This is an optimization exercise on Yosys and OpenROAD, whose aim is small area, a short achievable clock period and few clock cycles, not a production implementation.
The RTL was checked by simulation tests, not by an equivalence proof against the original design.
Power figures rest on the tool's default switching activity, not on a simulated workload.

==> try-juniper <==
## sce_spu
module sce_spu (
    input  wire         clk,
    input  wire         rst,
    input  wire         req_valid,
    output wire         req_ready,
    input  wire [127:0] req_word,
    input  wire         pay_valid,
    output wire         pay_ready,
    input  wire [7:0]   pay_data,
    output wire         tx_valid,
    input  wire         tx_ready,
    output wire [7:0]   tx_data,
    output wire         wr_req,
    output wire [17:0]  wr_len,
    output wire         rd_req,
    output wire [17:0]  rd_len,
    input  wire         tp_valid,
    input  wire [1:0]   tp_err,
    input  wire [31:0]  tp_info,
    input  wire         rx_valid,
    input  wire [7:0]   rx_data,
    output wire         slp_req,
    output wire [31:0]  slp_ms,
    input  wire         wake,
    output reg          res_valid,
    output reg  [1:0]   res_kind,
    output reg  [3:0]   res_code,
    output reg          dat_valid,
    output reg  [7:0]   dat_data,
    output wire [15:0]  status,
    output wire [24:0]  pincfg,
    output wire [31:0]  sckhz,
    output wire [17:0]  cbuf_len,
    output wire [17:0]  resp_owed,
    output wire [32:0]  elapsed,
    output wire [2:0]   fault_code,
    output wire [32:0]  fault_info0,
    output wire [32:0]  fault_info1,
    output wire [2:0]   cfault_code,
    output wire [32:0]  cfault_info0,
    output wire [32:0]  cfault_info1
);
    localparam [7:0] OPC_SET_LOW = 8'h80;
  ...
==> flow/config.mk <==
export PLATFORM = sky130hd
export DESIGN_NAME = sce_spu
export DESIGN_NICKNAME = sce_spu
export VERILOG_FILES = /design/flow/design.v
export SDC_FILE = /design/flow/constraint.sdc
export NUM_CORES = 4
export LEC_CHECK = 0
export CAP_MARGIN = 20
export CORE_MARGIN = 2
export CORE_UTILIZATION = 70
export CTS_CLUSTER_DIAMETER = 100
export CTS_CLUSTER_SIZE = 20
export PLACE_DENSITY = 0.75
export SLEW_MARGIN = 20
==> flow/constraint.sdc <==
create_clock -name core_clock -period 11.0 [get_ports {clk}]
set_input_delay 2.2000 -clock core_clock [delete_from_list [all_inputs] [get_ports {clk}]]
set_output_delay 2.2000 -clock core_clock [all_outputs]
set_load 0.01 [all_outputs]
standard.sh (not shown) runs the stock make flow with config.mk's settings and CLKGATE_MAP_FILE= SYNTH_SCRIPT=/design/flow/synth_recipe.tcl, a recipe that flattens the netlist after the stock synthesis.
==> flow/flow/run.sh <==
#!/bin/bash
# Layout: the standard flow (standard.sh: unchanged synthesis and ORFS
# steps) with two layout choices passed to ORFS through its own variables:
#  - plain sky130_fd_sc_hd__buf_1 cells as the port buffers (every port still
#    gets one) instead of the default delay buffers;
#  - repair_timing aims for 7 ns of setup slack (SETUP_SLACK_MARGIN), so the
#    resizer keeps working on the longest paths after they meet 11 ns.
# make's full output goes to standard.log; each ORFS step keeps its own log
# under orfs/logs/.
set -euo pipefail
cd "$(dirname "$0")/.."
export BUFFER_PORTS_ARGS="-buffer_cell sky130_fd_sc_hd__buf_1"
export SETUP_SLACK_MARGIN=7.0
bash standard.sh > standard.log 2>&1
==> try-onyx (differences from try-juniper) <==
--- a/flow/design.v
+++ b/flow/design.v
@@ -261,16 +261,15 @@
     wire body_n   = (r_op == OP_READ) || pp_main;
     wire from_pay = op_bytes || op_pp;
     wire pc_done  = (pc_cnt == 6'd0);
     wire [15:0] pc_q   = pw[24:9];
     wire [15:0] pc_cm1 = pc_q;
+    wire [15:0] t_n = r_n[15:0] + (is_prim ? 16'hFFFF : 16'd3);
     reg [15:0] t_mm1_c;
     always @(*) begin
-        if (is_prim)
-            t_mm1_c = r_n[15:0] - 16'd1;
-        else if (body_n)
-            t_mm1_c = r_n[15:0] + 16'd3;
+        if (is_prim || body_n)
+            t_mm1_c = t_n;
         else if (r_op == OP_IDENTIFY || r_op == OP_SECTOR_ERASE)
             t_mm1_c = 16'd3;
         else if (r_op == OP_WAIT_READY)
             t_mm1_c = 16'd1;
         else
==> flow/flow/run.sh (replaced) <==
#!/bin/bash
# Layout: the standard flow (standard.sh: unchanged synthesis and ORFS
# steps) with two layout choices passed to ORFS through its own variables:
#  - plain sky130_fd_sc_hd__buf_1 cells as the port buffers (every port still
#    gets one) instead of the default delay buffers;
#  - repair_timing aims for 7.25 ns of setup slack (SETUP_SLACK_MARGIN), so the
#    resizer keeps working on the longest paths after they meet 11 ns.
# make's full output goes to standard.log; each ORFS step keeps its own log
# under orfs/logs/.
set -euo pipefail
cd "$(dirname "$0")/.."
export BUFFER_PORTS_ARGS="-buffer_cell sky130_fd_sc_hd__buf_1"
export SETUP_SLACK_MARGIN=7.25
bash standard.sh > standard.log 2>&1
==> try-delta (differences from try-juniper) <==
--- a/flow/design.v
+++ b/flow/design.v
@@ -104,12 +104,10 @@
     reg       r_rsp_n;       
     reg [2:0] r_rsp_k;       
     reg       owe_k;         
     reg [4:0]  r_op;
     reg        r_pace;
-    reg [23:0] r_addr;
-    reg [16:0] r_n;
     reg [7:0]  dir_mask, val_sel, val_desel;
     reg        pins_valid;
     reg [31:0] sck_hz;
     reg        sck_nz;       
     reg [17:0] cb_len;
@@ -127,23 +125,24 @@
     reg [63:0] pw;
     reg [5:0]  pc_cnt;
     reg        pc_sat;
     wire [31:0] poll_ms   = pw[31:0];
     wire [31:0] budget_ms = pw[63:32];
-    assign req_ready = state[B_IDLE];
+    reg busy_q;
+    assign req_ready = !busy_q;
     wire [4:0]  q_op   = req_word[4:0];
     wire        q_pace = req_word[5];
     wire [1:0]  q_rsv0 = req_word[7:6];
     wire [23:0] q_addr = req_word[31:8];
     wire [16:0] q_n    = req_word[48:32];
     wire [14:0] q_rsv1 = req_word[63:49];
     wire [31:0] q_a    = req_word[95:64];
     wire [31:0] q_b    = req_word[127:96];
     wire [4:0]  c_op   = r_op;
     wire        c_pace = r_pace;
-    wire [23:0] c_addr = r_addr;
-    wire [16:0] c_n    = r_n;
+    wire [23:0] c_addr = pw[63:40];
+    wire [16:0] c_n    = cnt[16:0];    
     wire [31:0] c_a    = pw[31:0];
     wire [31:0] c_b    = pw[63:32];
     reg use_addr, use_n, use_a, use_b;
     always @(*) begin
         use_addr = 1'b0; use_n = 1'b0; use_a = 1'b0; use_b = 1'b0;
@@ -261,16 +260,15 @@
     wire body_n   = (r_op == OP_READ) || pp_main;
     wire from_pay = op_bytes || op_pp;
     wire pc_done  = (pc_cnt == 6'd0);
     wire [15:0] pc_q   = pw[24:9];
     wire [15:0] pc_cm1 = pc_q;
+    wire [15:0] t_n = cnt[15:0] + (is_prim ? 16'hFFFF : 16'd3);
     reg [15:0] t_mm1_c;
     always @(*) begin
-        if (is_prim)
-            t_mm1_c = r_n[15:0] - 16'd1;
-        else if (body_n)
-            t_mm1_c = r_n[15:0] + 16'd3;
+        if (is_prim || body_n)
+            t_mm1_c = t_n;
         else if (r_op == OP_IDENTIFY || r_op == OP_SECTOR_ERASE)
             t_mm1_c = 16'd3;
         else if (r_op == OP_WAIT_READY)
             t_mm1_c = 16'd1;
         else
@@ -359,13 +357,13 @@
             P_SL2, P_DS2: nb_nx = dir_mask;
             P_T0:         nb_nx = t_in ? OPC_OUT_IN : OPC_OUT;
             P_T1:         nb_nx = t_mm1_c[7:0];
             P_T2:         nb_nx = t_mm1_c[15:8];
             P_CMD:        nb_nx = cmd_byte;
-            P_A2:         nb_nx = r_addr[23:16];
-            P_A1:         nb_nx = r_addr[15:8];
-            P_A0:         nb_nx = r_addr[7:0];
+            P_A2:         nb_nx = pw[63:56];
+            P_A1:         nb_nx = pw[55:48];
+            P_A0:         nb_nx = pw[47:40];
             P_BODY:       nb_nx = DUMMY_BYTE;
             P_W0:         nb_nx = OPC_WAIT;
             P_W1:         nb_nx = pc_cm1[7:0];
             default:      nb_nx = pc_cm1[15:8];
         endcase
@@ -375,14 +373,14 @@
                       (q_op == OP_WAIT_MASK)   ? OPC_WAIT : OPC_SET_LOW;
     wire o_valid_nx = s_valid || pay_in || g_int || (o_valid && !tx_fire);
     wire s_valid_nx = s_valid ? !o_free : (pay_in && !o_free);
     wire in_pay_nx  = g_adv ? ((ph_nx == P_BODY) && from_pay) : g_pay;
     wire drained    = gdone && !s_valid && (tx_fire || !o_valid);
-    wire [17:0] body_len = body_n ? {1'b0, r_n} :
+    wire [17:0] body_len = body_n ? cnt :
                            (r_op == OP_IDENTIFY) ? 18'd3 : 18'd1;
     wire immediate = (r_op >= OP_FLUSH) && (r_op != OP_PROGRAM_PAGE);
-    wire [16:0] ow_add = (r_rsp_n && !owe_k) ? r_n : {14'd0, r_rsp_k};
+    wire [17:0] ow_nx = (r_rsp_n && !owe_k) ? ow_n[17:0] : r_owed + {15'd0, r_rsp_k};
     assign wr_req  = state[B_WR];
     assign wr_len  = cb_len;
     assign rd_req  = state[B_RD];
     assign rd_len  = r_owed;
     assign slp_req = state[B_SLEEP];
@@ -390,18 +388,18 @@
     wire [32:0] elapsed_next = elapsed_ms + {1'b0, poll_ms};
     reg tmo;
     always @(posedge clk)
         tmo <= (elapsed_ms > {1'b0, budget_ms});
     wire rd_dat = ((r_op == OP_IDENTIFY) && (cnt[17:2] == 16'd0) && (cnt[1:0] != 2'd0)) ||
-                  ((r_op == OP_READ) && (cnt <= {1'b0, r_n}));
+                  ((r_op == OP_READ) && (cnt <= {1'b0, pw[16:0]}));
     wire is_wr = r_is_wr;
     wire sleeping = state[B_SLEEP] || state[B_SLP0];
     wire [1:0] spu_state = {sleeping || (state[B_RD] && is_wr),
                             sleeping || ((state[B_EMIT] || state[B_WR]) && is_wr)};
     assign status       = {status_byte, spu_state, status_valid, sck_nz,
                            pins_valid, (cflt_code != 3'd0), (flt_code != 3'd0),
-                           !state[B_IDLE]};
+                           busy_q};
     assign pincfg       = {pins_valid, val_desel, val_sel, dir_mask};
     assign sckhz        = sck_hz;
     assign cbuf_len     = cb_len;
     assign resp_owed    = r_owed;
     assign elapsed      = elapsed_ms;
@@ -453,20 +451,23 @@
             r_owed    <= 18'd0;
             res_valid <= 1'b1;
             res_kind  <= K_FAULT;
             res_code  <= {1'b0, f_kind};
             state     <= S_IDLE;
+            busy_q    <= 1'b0;
         end
     endtask
     task finish_ok;
         begin
             res_valid <= 1'b1;
             res_kind  <= K_OK;
             res_code  <= 4'd0;
             state     <= S_IDLE;
+            busy_q    <= 1'b0;
         end
     endtask
+    wire pc_start = g_int && (ph == P_A0) && pp_main && r_pace;
     wire [32:0] pc_sum  = {1'b0, pw[63:32]} + (pw[0] ? {1'b0, sck_hz} : 33'd0);
     wire [14:0] pc_t    = {pw[38:25], pw[24]};
     wire        pc_ge   = (pc_t >= 15'd15625);
     wire [14:0] pc_tm   = pc_t - 15'd15625;
     wire [13:0] pc_r    = pc_ge ? pc_tm[13:0] : pc_t[13:0];
@@ -481,22 +482,26 @@
                 if (pc_cnt == 6'd33)
                     pc_sat <= (pw[63:39] != 25'd0) || (pw[38:25] >= 14'd15625);
                 pw[38:9] <= {pc_r, pw[23:9], pc_ge};
             end
         end
+        if (pc_start) begin
+            pw[63:32] <= 32'd0;
+            pc_cnt    <= 6'd1;
+        end
         if (state[B_IDLE] && req_valid) begin
-            pw     <= req_word[127:64];
-            pc_cnt <= 6'd0;
+            pw[31:0]  <= (q_op == OP_READ) ? {15'd0, q_n} : q_a;    
+            pw[63:32] <= (q_op == OP_WAIT_READY) ? q_b : {q_addr, 8'd0};
+            pc_cnt    <= 6'd0;
         end
-        if (state[B_CHK])
-            pc_cnt <= (r_op == OP_PROGRAM_PAGE && r_pace) ? 6'd1 : 6'd0;
         if (rst)
             pc_cnt <= 6'd0;
     end
     always @(posedge clk) begin
         if (rst) begin
             state        <= S_IDLE;
+            busy_q       <= 1'b0;
             o_valid      <= 1'b0;
             s_valid      <= 1'b0;
             pr           <= 1'b0;
             gdone        <= 1'b0;
             owe_k        <= 1'b0;
@@ -522,12 +527,10 @@
             case (1'b1)
                 state[B_IDLE]: begin
                     if (req_valid) begin
                         r_op    <= q_op;
                         r_pace  <= q_pace;
-                        r_addr  <= q_addr;
-                        r_n     <= q_n;
                         r_is_wr <= (q_op == OP_WAIT_READY);
                         r_rsp_n <= (q_op == OP_DATA_OUT_IN) || (q_op == OP_READ);
                         r_rsp_k <= (q_op == OP_IDENTIFY || q_op == OP_READ) ? 3'd4 :
                                    (q_op == OP_WAIT_READY) ? 3'd2 : 3'd0;
                         owe_k   <= 1'b0;
@@ -539,10 +542,11 @@
                         o_data  <= q_nb;
                         o_valid <= (q_op != OP_BYTES);
                         s_valid <= 1'b0;
                         cnt     <= {1'b0, q_n};
                         state   <= S_CHK;
+                        busy_q  <= 1'b1;
                     end
                 end
                 state[B_CHK]: begin
                     rf_code <= refuse;
                     rf_ok   <= (refuse == 4'd0);
@@ -552,10 +556,11 @@
                     if (rf_code != 4'd0) begin
                         res_valid <= 1'b1;
                         res_kind  <= K_REFUSED;
                         res_code  <= rf_code;
                         state     <= S_IDLE;
+                        busy_q    <= 1'b0;
                     end else begin
                         case (r_op)
                             OP_CFG_PINS: begin
                                 dir_mask   <= pw[7:0];
                                 val_sel    <= pw[15:8];
@@ -573,11 +578,11 @@
                                     finish_ok;
                                 else
                                     state <= S_WR;
                             end
                             default: begin
-                                r_owed <= r_owed + {1'b0, ow_add};
+                                r_owed <= ow_nx;
                                 owe_k  <= r_rsp_n && (r_rsp_k != 3'd0);
                                 if (r_op == OP_WAIT_READY)
                                     elapsed_ms <= 33'd0;
                                 state <= S_EMIT;
                             end
@@ -636,14 +641,17 @@
                             state  <= S_EMIT;
                         end
                     end
                 end
                 state[B_SLP0]: state <= S_SLEEP;
-                default: state <= S_IDLE;
+                default: begin
+                    state  <= S_IDLE;
+                    busy_q <= 1'b0;
+                end
             endcase
             if (owe_k) begin
-                r_owed <= r_owed + {1'b0, ow_add};
+                r_owed <= ow_nx;
                 owe_k  <= 1'b0;
             end
             pr <= 1'b0;
             if (emitting) begin
                 if (tx_fire)
CORE_UTILIZATION = 65   (was 70)
PLACE_DENSITY = 0.72   (was 0.75)
==> summary of the runs <==
The lowest final cell count belongs to try-delta, the highest to try-onyx. Design area: try-onyx > try-juniper > try-delta. Between try-delta and try-onyx, the lower first-iteration DRC count is in try-delta (gap 16%, measured against try-onyx). In sequential power, try-onyx and try-juniper hardly differ. Maximum frequency: try-delta < try-juniper < try-onyx. Sequential cell count is the same in try-juniper and try-onyx. The highest sequential share of layout area belongs to try-juniper, the lowest to try-delta. Global-route usage: try-onyx > try-juniper > try-delta. The lowest power belongs to try-delta, the highest to try-onyx.
==> figures <==
| item | try-juniper | try-onyx | try-delta |
|---|---|---|---|
| Result of the run | timing/DRC/antenna clean | timing/DRC/antenna clean | timing/DRC/antenna clean |
| Flop pwr share | 53.4% | 52.3% | 50.9% |
| Max stage delay cell, worst path | sky130_fd_sc_hd__dfxtp_1 | sky130_fd_sc_hd__edfxtp_1 | sky130_fd_sc_hd__or4_4 |
| Synth Area in Compound Gates | 24.9% | 25.4% | 24.7% |
| Met3 wire length | 22600 um | 26000 um | 20300 um |
| Avg Vias per Cell | 7.17 | 7.28 | 6.94 |
| GRT Total Usage | 51.3% | 53.8% | 48.6% |
| Max-slew headroom at the worst pin | 26.1% | 18.6% | 28.8% |
| Seq power | 2.01 mW | 1.99 mW | 1.82 mW |
| Net Sw Power | 1.15 mW | 1.19 mW | 1.16 mW |
| Worst Setup End Kind | primary output | flip-flop | flip-flop |
| Final non-filler cell total | 5072 | 5150 | 4964 |
| Part of the Yosys area used for sequential elements | 34.2% | 34.3% | 32.3% |
| Power per standard cell area | 104 nW/um2 | 100 nW/um2 | 103 nW/um2 |
| Portion of the clock cycle consumed by the worst path in the final layout | 36.6% | 36.4% | 37.3% |
| Number of cells on the worst reg-to-reg path | 13 | 11 | 14 |
| DP Worst Slack | 5660 ps | 5720 ps | 5270 ps |
| Path length in cells of the critical path | 3 | 11 | 14 |
| Routing usage on met3 | 17.3% | 21.2% | 13.8% |
| Fraction of final layout cells with drive strength greater than 1 | 5.38% | 10.1% | 6.07% |
Testbench counts of try-juniper, summed over its fixed seeds: cycles 57,501.
Testbench counts of try-onyx, summed over its fixed seeds: cycles 57,501.
Testbench counts of try-delta, summed over its fixed seeds: cycles 57,501.

[re-timing with driven ports]
In the flow no input, the clock included, has a driving cell. The finished layouts below were timed again as built, in two steps.
Step 1, drivers: a clkbuf_16 drives clk and a buf_2 each remaining input, both assumed.
Step 2 times the ports against the registers' clock, not the clock port: input delays grow and output delays shrink by t, the midpoint of the rising clock arrivals with the driver on.
Slacks: no drivers / after step 1 / after step 2; pairs: no drivers / after step 1.
| run | t (ns) | setup slack, ns | worst setup path after step 2 | worst data-port slew with drivers (ns) | cell pins on the clock port's net |
|---|---|---|---|---|---|
| try-juniper | 0.677 | 6.970 / 6.905 / 6.438 | input to register | 0.17 | 1 |
| try-onyx | 0.684 | 6.999 / 6.999 / 6.494 | input to register | 0.14 | 1 |
| try-delta | 0.657 | 6.899 / 6.899 / 6.419 | input to register | 0.09 | 1 |
After both steps every run listed still meets setup and hold. For try-juniper, which loses most, drivers alone change the setup slack by -0.065 ns; drivers and shift together by -0.532 ns.
